From an optimization exercise on the open Yosys and OpenROAD flow, aimed at small area, a short achievable clock period and few clock cycles; shortcuts taken in it are not production practice. Function was checked by simulation only, so behaviour that the tests miss may differ from the original.

`design.v`:
```
module lemire_core (
    input  wire        clk,
    input  wire        rst,
    input  wire        cmd_valid,
    output wire        cmd_ready,
    input  wire [31:0] cmd,
    input  wire [63:0] op0,
    input  wire [63:0] op1,
    output wire        rsp_valid,
    input  wire        rsp_ready,
    output wire [3:0]  err,
    output wire [63:0] res0,
    output wire [63:0] res1,
    output wire        eng_req,
    input  wire        eng_valid,
    input  wire [31:0] eng_data
);
    localparam [3:0] OP_EXTMUL = 4'h1;
    localparam [3:0] OP_DRAW   = 4'h2;
    localparam [3:0] OP_TOUNS  = 4'h3;
    localparam [3:0] OP_TOSGN  = 4'h4;
    localparam [3:0] OP_NEWGEN = 4'h5;
    localparam [3:0] OP_NEXT   = 4'h6;
    localparam [3:0] OP_RDREG  = 4'h7;
    localparam [3:0] ERR_OK      = 4'd0;
    localparam [3:0] ERR_ILLEGAL = 4'd1;
    localparam [3:0] ERR_RANGE   = 4'd2;
    localparam [3:0] ERR_NOGEN   = 4'd4;
    localparam [1:0] VAR_NR = 2'd0;
    localparam [1:0] VAR_RU = 2'd1;
    localparam [1:0] PH_IDLE = 2'd0;
    localparam [1:0] PH_FILL = 2'd1;
    localparam [1:0] PH_EVAL = 2'd2;
    localparam [1:0] PH_DIV  = 2'd3;
    localparam [1:0] CUR_DRAW   = 2'd0;
    localparam [1:0] CUR_NEXT   = 2'd1;
    localparam [1:0] CUR_NEWGEN = 2'd2;
    localparam [63:0] CAP_VALUE = 64'd1;    
    reg [63:0] reg_a, reg_b, reg_dist, reg_thr, reg_upper, reg_lower;
    reg        gv, thrv;
    reg [5:0]  cfg;             
    wire [1:0] cfg_var = cfg[3:2];
    wire       cfg_w64 = cfg[4];
    wire       cfg_sgn = cfg[5];
    reg [1:0]  phase;
    reg [1:0]  cur;
    reg        cw64;            
    reg [1:0]  cnt;             
    reg [63:0] acc;             
    reg [63:0] div_rem;
    reg [6:0]  div_cnt;
    reg        rspv;
    reg [3:0]  rsp_err;
    reg [63:0] rsp_res0, rsp_res1;
    assign cmd_ready = (phase == PH_IDLE) && !rspv;
    assign rsp_valid = rspv;
    assign err       = rsp_err;
    assign res0      = rsp_res0;
    assign res1      = rsp_res1;
    assign eng_req   = (phase == PH_FILL);
    wire cmd_fire = cmd_valid && cmd_ready;
    wire [3:0] f_op  = cmd[3:0];
    wire [1:0] f_mul = cmd[5:4];
    wire [1:0] f_var = cmd[7:6];
    wire       f_w   = cmd[8];
    wire       f_sg  = cmd[9];
    wire       f_chk = cmd[10];
    wire [3:0] f_reg = cmd[14:11];
    reg legal;
    always @(*) begin
        legal = 1'b0;
        if (cmd[31:15] == 17'd0) begin
            case (f_op)
                OP_EXTMUL: legal = (cmd[14:6] == 9'd0) && (f_mul != 2'd3);
                OP_DRAW:   legal = (cmd[14:9] == 6'd0) && (cmd[7:4] == 4'd0);
                OP_TOUNS,
                OP_TOSGN:  legal = (cmd[14:10] == 5'd0) && (cmd[7:4] == 4'd0);
                OP_NEWGEN: legal = (f_reg == 4'd0) && (f_mul != 2'd3) && (f_var != 2'd3);
                OP_NEXT:   legal = (cmd[14:4] == 11'd0);
                OP_RDREG:  legal = (cmd[10:4] == 7'd0) &&
                                   ((f_reg <= 4'd5) || (f_reg == 4'd8) ||
                                    (f_reg == 4'd9) || (f_reg == 4'd10));
                default:   legal = 1'b0;
            endcase
        end
    end
    function [63:0] mask_w;
        input [63:0] v;
        input        w64;
        begin
            mask_w = w64 ? v : {32'd0, v[31:0]};
        end
    endfunction
    function [63:0] transpose;
        input [63:0] v;
        input        w64;
        input        sg;
        reg   [63:0] m;
        begin
            m = mask_w(v, w64);
            if (sg) begin
                if (w64) m[63] = ~m[63];
                else     m[31] = ~m[31];
            end
            transpose = m;
        end
    endfunction
    wire [63:0] ng_ua   = transpose(op0, f_w, f_sg);
    wire [63:0] ng_ub   = transpose(op1, f_w, f_sg);
    wire [63:0] ng_dist = mask_w(ng_ub - ng_ua + 64'd1, f_w);
    wire [63:0] nx_dist = mask_w(reg_b - reg_a + 64'd1, cfg_w64);
    wire [63:0]  mul_a = (phase == PH_IDLE) ? op0 : acc;
    wire [63:0]  mul_b = (phase == PH_IDLE) ? op1 : reg_dist;
    wire [127:0] mul_p = mul_a * mul_b;
    wire [63:0] ev_upper = cfg_w64 ? mul_p[127:64] : {32'd0, mul_p[63:32]};
    wire [63:0] ev_lower = cfg_w64 ? mul_p[63:0]   : {32'd0, mul_p[31:0]};
    function [63:0] sample;
        input [63:0] a;
        input [63:0] off;
        input        w64;
        input        sg;
        begin
            sample = transpose(a + off, w64, sg);
        end
    endfunction
    reg [63:0] rd_val;
    always @(*) begin
        case (f_reg)
            4'd0:    rd_val = reg_a;
            4'd1:    rd_val = reg_b;
            4'd2:    rd_val = reg_dist;
            4'd3:    rd_val = reg_thr;
            4'd4:    rd_val = reg_upper;
            4'd5:    rd_val = reg_lower;
            4'd8:    rd_val = {54'd0, cfg, 4'd0};
            4'd9:    rd_val = {62'd0, thrv, gv};
            4'd10:   rd_val = CAP_VALUE;
            default: rd_val = 64'd0;
        endcase
    end
    wire [64:0] div_dbl  = {div_rem, 1'b0};
    wire [64:0] div_diff = div_dbl - {1'b0, reg_dist};
    wire [63:0] div_next = div_diff[64] ? div_dbl[63:0] : div_diff[63:0];
    task respond;
        input [3:0]  e;
        input [63:0] r0;
        input [63:0] r1;
        begin
            rspv     <= 1'b1;
            rsp_err  <= e;
            rsp_res0 <= r0;
            rsp_res1 <= r1;
            phase    <= PH_IDLE;
        end
    endtask
    task start_draw;
        input w64;
        begin
            cw64  <= w64;
            acc   <= 64'd0;
            cnt   <= w64 ? 2'd2 : 2'd1;
            phase <= PH_FILL;
        end
    endtask
    task start_div;
        input [63:0] d;
        input        w64;
        begin
            div_rem <= (d == 64'd1) ? 64'd0 : 64'd1;
            div_cnt <= w64 ? 7'd64 : 7'd32;
            phase   <= PH_DIV;
        end
    endtask
    always @(posedge clk) begin
        if (rst) begin
            phase <= PH_IDLE;
            rspv  <= 1'b0;
            gv    <= 1'b0;
            thrv  <= 1'b0;
            cfg   <= 6'd0;
            cnt   <= 2'd0;
            acc   <= 64'd0;
        end else begin
            if (rspv && rsp_ready)
                rspv <= 1'b0;
            case (phase)
            PH_IDLE: if (cmd_fire) begin
                if (!legal) begin
                    respond(ERR_ILLEGAL, 64'd0, 64'd0);
                end else begin
                    case (f_op)
                    OP_EXTMUL: begin
                        reg_upper <= mul_p[127:64];
                        reg_lower <= mul_p[63:0];
                        respond(ERR_OK, mul_p[63:0], mul_p[127:64]);
                    end
                    OP_DRAW: begin
                        cur <= CUR_DRAW;
                        start_draw(f_w);
                    end
                    OP_TOUNS, OP_TOSGN: begin
                        respond(ERR_OK, transpose(op0, f_w, f_sg), 64'd0);
                    end
                    OP_NEWGEN: begin
                        if (ng_ua > ng_ub && f_chk) begin
                            respond(ERR_RANGE, 64'd0, 64'd0);
                        end else begin
                            reg_a    <= ng_ua;
                            reg_b    <= ng_ub;
                            reg_dist <= ng_dist;
                            cfg      <= cmd[9:4];
                            gv       <= 1'b1;
                            reg_thr  <= 64'd0;
                            thrv     <= 1'b0;
                            if (f_var == VAR_RU && ng_dist != 64'd0) begin
                                cur <= CUR_NEWGEN;
                                start_div(ng_dist, f_w);
                            end else begin
                                respond(ERR_OK, 64'd0, 64'd0);
                            end
                        end
                    end
                    OP_NEXT: begin
                        if (!gv) begin
                            respond(ERR_NOGEN, 64'd0, 64'd0);
                        end else begin
                            if (cfg_var == VAR_NR) begin
                                reg_dist <= nx_dist;
                                thrv     <= 1'b0;
                            end
                            cur <= CUR_NEXT;
                            start_draw(cfg_w64);
                        end
                    end
                    OP_RDREG: begin
                        respond(ERR_OK, rd_val, 64'd0);
                    end
                    default: respond(ERR_ILLEGAL, 64'd0, 64'd0);
                    endcase
                end
            end
            PH_FILL: if (eng_valid) begin
                if (cw64) acc <= {acc[31:0], eng_data};
                else      acc <= {32'd0, eng_data};
                cnt <= cnt - 2'd1;
                if (cnt == 2'd1)
                    phase <= PH_EVAL;
            end
            PH_EVAL: begin
                if (cur == CUR_DRAW) begin
                    respond(ERR_OK, acc, 64'd0);
                end else if (reg_dist == 64'd0) begin
                    respond(ERR_OK, transpose(acc, cfg_w64, cfg_sgn), 64'd0);
                end else begin
                    reg_upper <= ev_upper;
                    reg_lower <= ev_lower;
                    if (!thrv && ev_lower >= reg_dist) begin
                        respond(ERR_OK, sample(reg_a, ev_upper, cfg_w64, cfg_sgn), 64'd0);
                    end else if (!thrv) begin
                        start_div(reg_dist, cfg_w64);
                    end else if (ev_lower >= reg_thr) begin
                        respond(ERR_OK, sample(reg_a, ev_upper, cfg_w64, cfg_sgn), 64'd0);
                    end else begin
                        start_draw(cfg_w64);
                    end
                end
            end
            PH_DIV: begin
                if (div_cnt != 7'd0) begin
                    div_rem <= div_next;
                    div_cnt <= div_cnt - 7'd1;
                end else begin
                    reg_thr <= div_rem;
                    thrv    <= 1'b1;
                    if (cur == CUR_NEWGEN) begin
                        respond(ERR_OK, 64'd0, 64'd0);
                    end else if (reg_lower >= div_rem) begin
                        respond(ERR_OK, sample(reg_a, reg_upper, cfg_w64, cfg_sgn), 64'd0);
                    end else begin
                        start_draw(cfg_w64);
                    end
                end
            end
            endcase
        end
    end
endmodule
```
`run.sh`:
```
#!/bin/bash
# synth_recipe.tcl (not shown) runs the flow's synth.tcl, then flattens the netlist and writes it again
# the make line also repeats each setting of config.mk as NAME=value (left out here)
make -C /OpenROAD-flow-scripts/flow DESIGN_CONFIG=/design/flow/config.mk WORK_HOME=/design/flow/orfs CLKGATE_MAP_FILE= SYNTH_SCRIPT=/design/flow/synth_recipe.tcl finish
```
`config.mk`:
```
export PLATFORM = sky130hd
export DESIGN_NAME = lemire_core
export DESIGN_NICKNAME = lemire_core
export VERILOG_FILES = /design/flow/design.v
export SDC_FILE = /design/flow/constraint.sdc
export NUM_CORES = 4
export LEC_CHECK = 0
export CAP_MARGIN = 20
export CORE_MARGIN = 2
export CORE_UTILIZATION = 40
export SETUP_SLACK_MARGIN = 0.5
export SLEW_MARGIN = 20
```
`constraint.sdc`:
```
create_clock -name core_clock -period 18.0 [get_ports {clk}]
set_input_delay 3.6000 -clock core_clock [delete_from_list [all_inputs] [get_ports {clk}]]
set_output_delay 3.6000 -clock core_clock [all_outputs]
set_load 0.01 [all_outputs]
```
==> results.txt <==
kinds of logic after synthesis:
group	after synthesis	synth area share, %
AOI/OAI and AO/OA	2727	9.60
xor gates and xnor gates	420	2.01
adders and majority gates	5199	51.2
and+or+nand+nor	6393	14.4
buffers and inverters	5407	11.1
muxes	207	1.18
DFF	666	10.5
other	1	0.00205
stage by stage:
step                hold slack (ns)  setup slack (ns)  util (%)  area, µm²
CTS                           0.463             0.642      45.6     208000
global placement              0.447            -0.428      44.9     205000
floorplan                     0.436              1.53         -     183000
global route                  0.488             0.507      45.6     208000
finish                        0.461             0.565      45.7     209000
detailed placement            0.455            -0.342      44.9     205000
layer usage:
metal | global-route usage, % | up-vias | share of wire [%]
met5 | 0.240 | - | 0.046
met4 | 29.9 | 46 | 8.7
met3 | 11.6 | 2193 | 11
met2 | 61.3 | 9890 | 42
met1 | 54.1 | 85400 | 38
li1 | - | 66500 | -
synth_stat cells, types with 76 or more instances:
cell type  count  share of area (%)
mux2_2        76               0.47
a21oi_1      677                1.8
o21ai_1       79               0.22
ha_1        1357                9.3
o31ai_1       80               0.33
nor2_1      1924                3.9
buf_1        108               0.22
o21ai_0      528                1.4
o21bai_1      98               0.40
edfxtp_1     589                9.6
nand3_1      131               0.36
dfxtp_1       77               0.84
a22oi_1      199               0.81
and2_1        81               0.28
mux2i_1      130               0.71
o21a_1        93               0.38
a31oi_1      129               0.44
fa_1        3842                 42
nand4_1      183               0.62
a21o_1       377                1.5
xnor2_1      246                1.2
inv_1       4205                8.6
nand2_1     3523                7.2
nor3_1       107               0.29
clkbuf_1    1066                2.2
xor2_1       174               0.83
final timing paths:
| check | from | endpoint | slack, ns | cells past startpoint |
|---|---|---|---|---|
| setup reg to reg | phase[1]$_SDFFE_PP0P_ | acc[0]$_SDFFE_PP0P_ | 2.04 | 51 |
| setup / recovery | op1[21] | acc[0]$_SDFFE_PP0P_ | 0.56 | 53 |
| hold / removal | cnt[1]$_SDFFE_PP0P_ | cnt[1]$_SDFFE_PP0P_ | 0.46 | 2 |
| hold reg to reg | cnt[1]$_SDFFE_PP0P_ | cnt[1]$_SDFFE_PP0P_ | 0.46 | 2 |
state kept, by name, summed over array words and instances (netlist names):
signal     count
div_rem       64
thrv           1
reg_upper     64
reg_a         64
phase          2
rsp_res0      64
acc           64
reg_thr       64
reg_lower     64
rspv           1
cur            2
cnt            2
rsp_err        3
reg_b         64
cfg            6
div_cnt        7
gv             1
cw64           1
rsp_res1      64
reg_dist      64
area by class of cell:
type,count,area (µm²)
clock buffers,117,2510
well taps,6125,7660
inverters,4209,15800
clock inverters,50,603
fillers,45300,248000
diodes,102,255
repair buffers,1818,16900
multi-input cells,14900,146000
flip-flops and latches,666,19200
what timing repair did:
item,in CTS,in global routing
setup buffers,0,17
gates resized for setup,1,16
pin swaps,0,0
endpoints found under the hold margin,0,0
setup endpoints to repair,3,147
worst max-delay path, delay by kind of cell:
kind,cells,cell delay [ns]
XOR/XNOR,1,0.35
adder cells (fa/ha/maj),12,5.63
AO/OA/AOI/OAI,18,3.47
buffers and inverters,17,3.39
AND/OR/NAND/NOR,5,1.50
==> impl_metrics.toml <==
[cells_and_area]
final_common_cell = "inv_1"
drive_above_1_share_pct = 9.00
final_cells = 28000
fin_nets = 27100
layout_common_cells = "4,203 x inv_1, 3,842 x fa_1, 3,519 x nand2_1"
area_delta_synth_final_pct = 13.8

[drt]
drt-total-wl_um = 981000
wire_per_inst_um = 35.0
detail-route-antenna-nets = 0
drtIter0Drc = 20500
drc = 0
firstDrtPassIters = 8
vias_per_cell = 5.85
dr_total_vias = 164000

[setup_path]
crit_fanout = 18
endpoint_kind = "register"
slowest_delay_ns = 0.81
cp.arrival_ns = 18.06
cp.required_ns = 18.62
start_kind = "input port"
worstSetupPathType = "in2reg"
crit_slowest_cell = "nor2_1"

[clock_tree]
clockBufferDepth = 3
clock_latency_ns = 0.81
clk_pin_slew_ns = 0.06
clock-sinks = 666
cts_tree = "built"
clockRootBuffer = "clkbuf_16"
cts_htree_levels = 3
cts_hold_buf = 0
cts_buffers = 90

[die]
start_util_pct = 40.2
rows = 248
core_area_um2 = 456000
boundaryPins = 332
dieHeight_um = 681
dieWidth_um = 681
dieArea_um2 = 464000

[timing]
final_max_slew_viol_count = 0
slew-limit-headroom_pct = 10.9
fin_setup_tns_ns = 0
max_freq_mhz = 57.4
hold_viol = 0
worst_pin_slew_ns = 1.32
finalClockSkew_ns = 0.0939
setup_viol = 0
fin_crit_sh_pct = 96.9
rsz0062_at_grt = "false"
min_period_ns = 17.44

[place]
io_buffer_count = 330
gp_congestion = 1.08
dp_cells = 27700
detailed_place_hpwl_um = 828000

[synth]
synth_ff_type = "edfxtp_1"
ys_seq_area_share_pct = 10.5
synth_edf_count = 589
synth_seq_cells = 666
avgSynthCellArea_um2 = 8.72
syn_inst = 21000
synthesis.nets = 26400
async_reset_ff_share_pct = 0
syn_area_um2 = 183000
yosysWarnings = 1
synthDistinctLibCells = 105

[grt]
grt_pass1_vias = 165000
grt_max_degree = 129
grt_pass1_wl_um = 1340000
gr-usage-all-layers_pct = 42.1
overflow = 0
antenna_found_initial = 132

[worst_hold_path]
hold_path_class = "reg2reg"

[flow_run]
drv_cap = 0

[outcome]
status = "finished clean"
Testbench counts, summed over its fixed seeds: cycles 29,643.

[static timing again, ports no longer ideal]
How much do the figures lean on ideal ports? The routed layout below was timed once more, with nothing changed but the port constraints.
Step 1: set_driving_cell puts a clkbuf_16 on clk and a buf_2 on each other input, an assumption about the parent block.
Step 2 moves the port delays by t, midway between the first and last clock arrival at a register: inputs arrive t later, outputs are due t later. That takes back most of the time a late clock gives input paths.
Slacks: ideal ports / drivers / drivers and shift; pairs: ideal ports / drivers.
shift t [ns]: 0.859
setup WS [ns]: 0.565 / 0.634 / -0.225
worst setup path at the end: input to register
Met with ideal ports but missed after step 2: setup timing in this run. For this run, drivers alone change the setup slack by +0.069 ns; drivers and shift together by -0.790 ns.
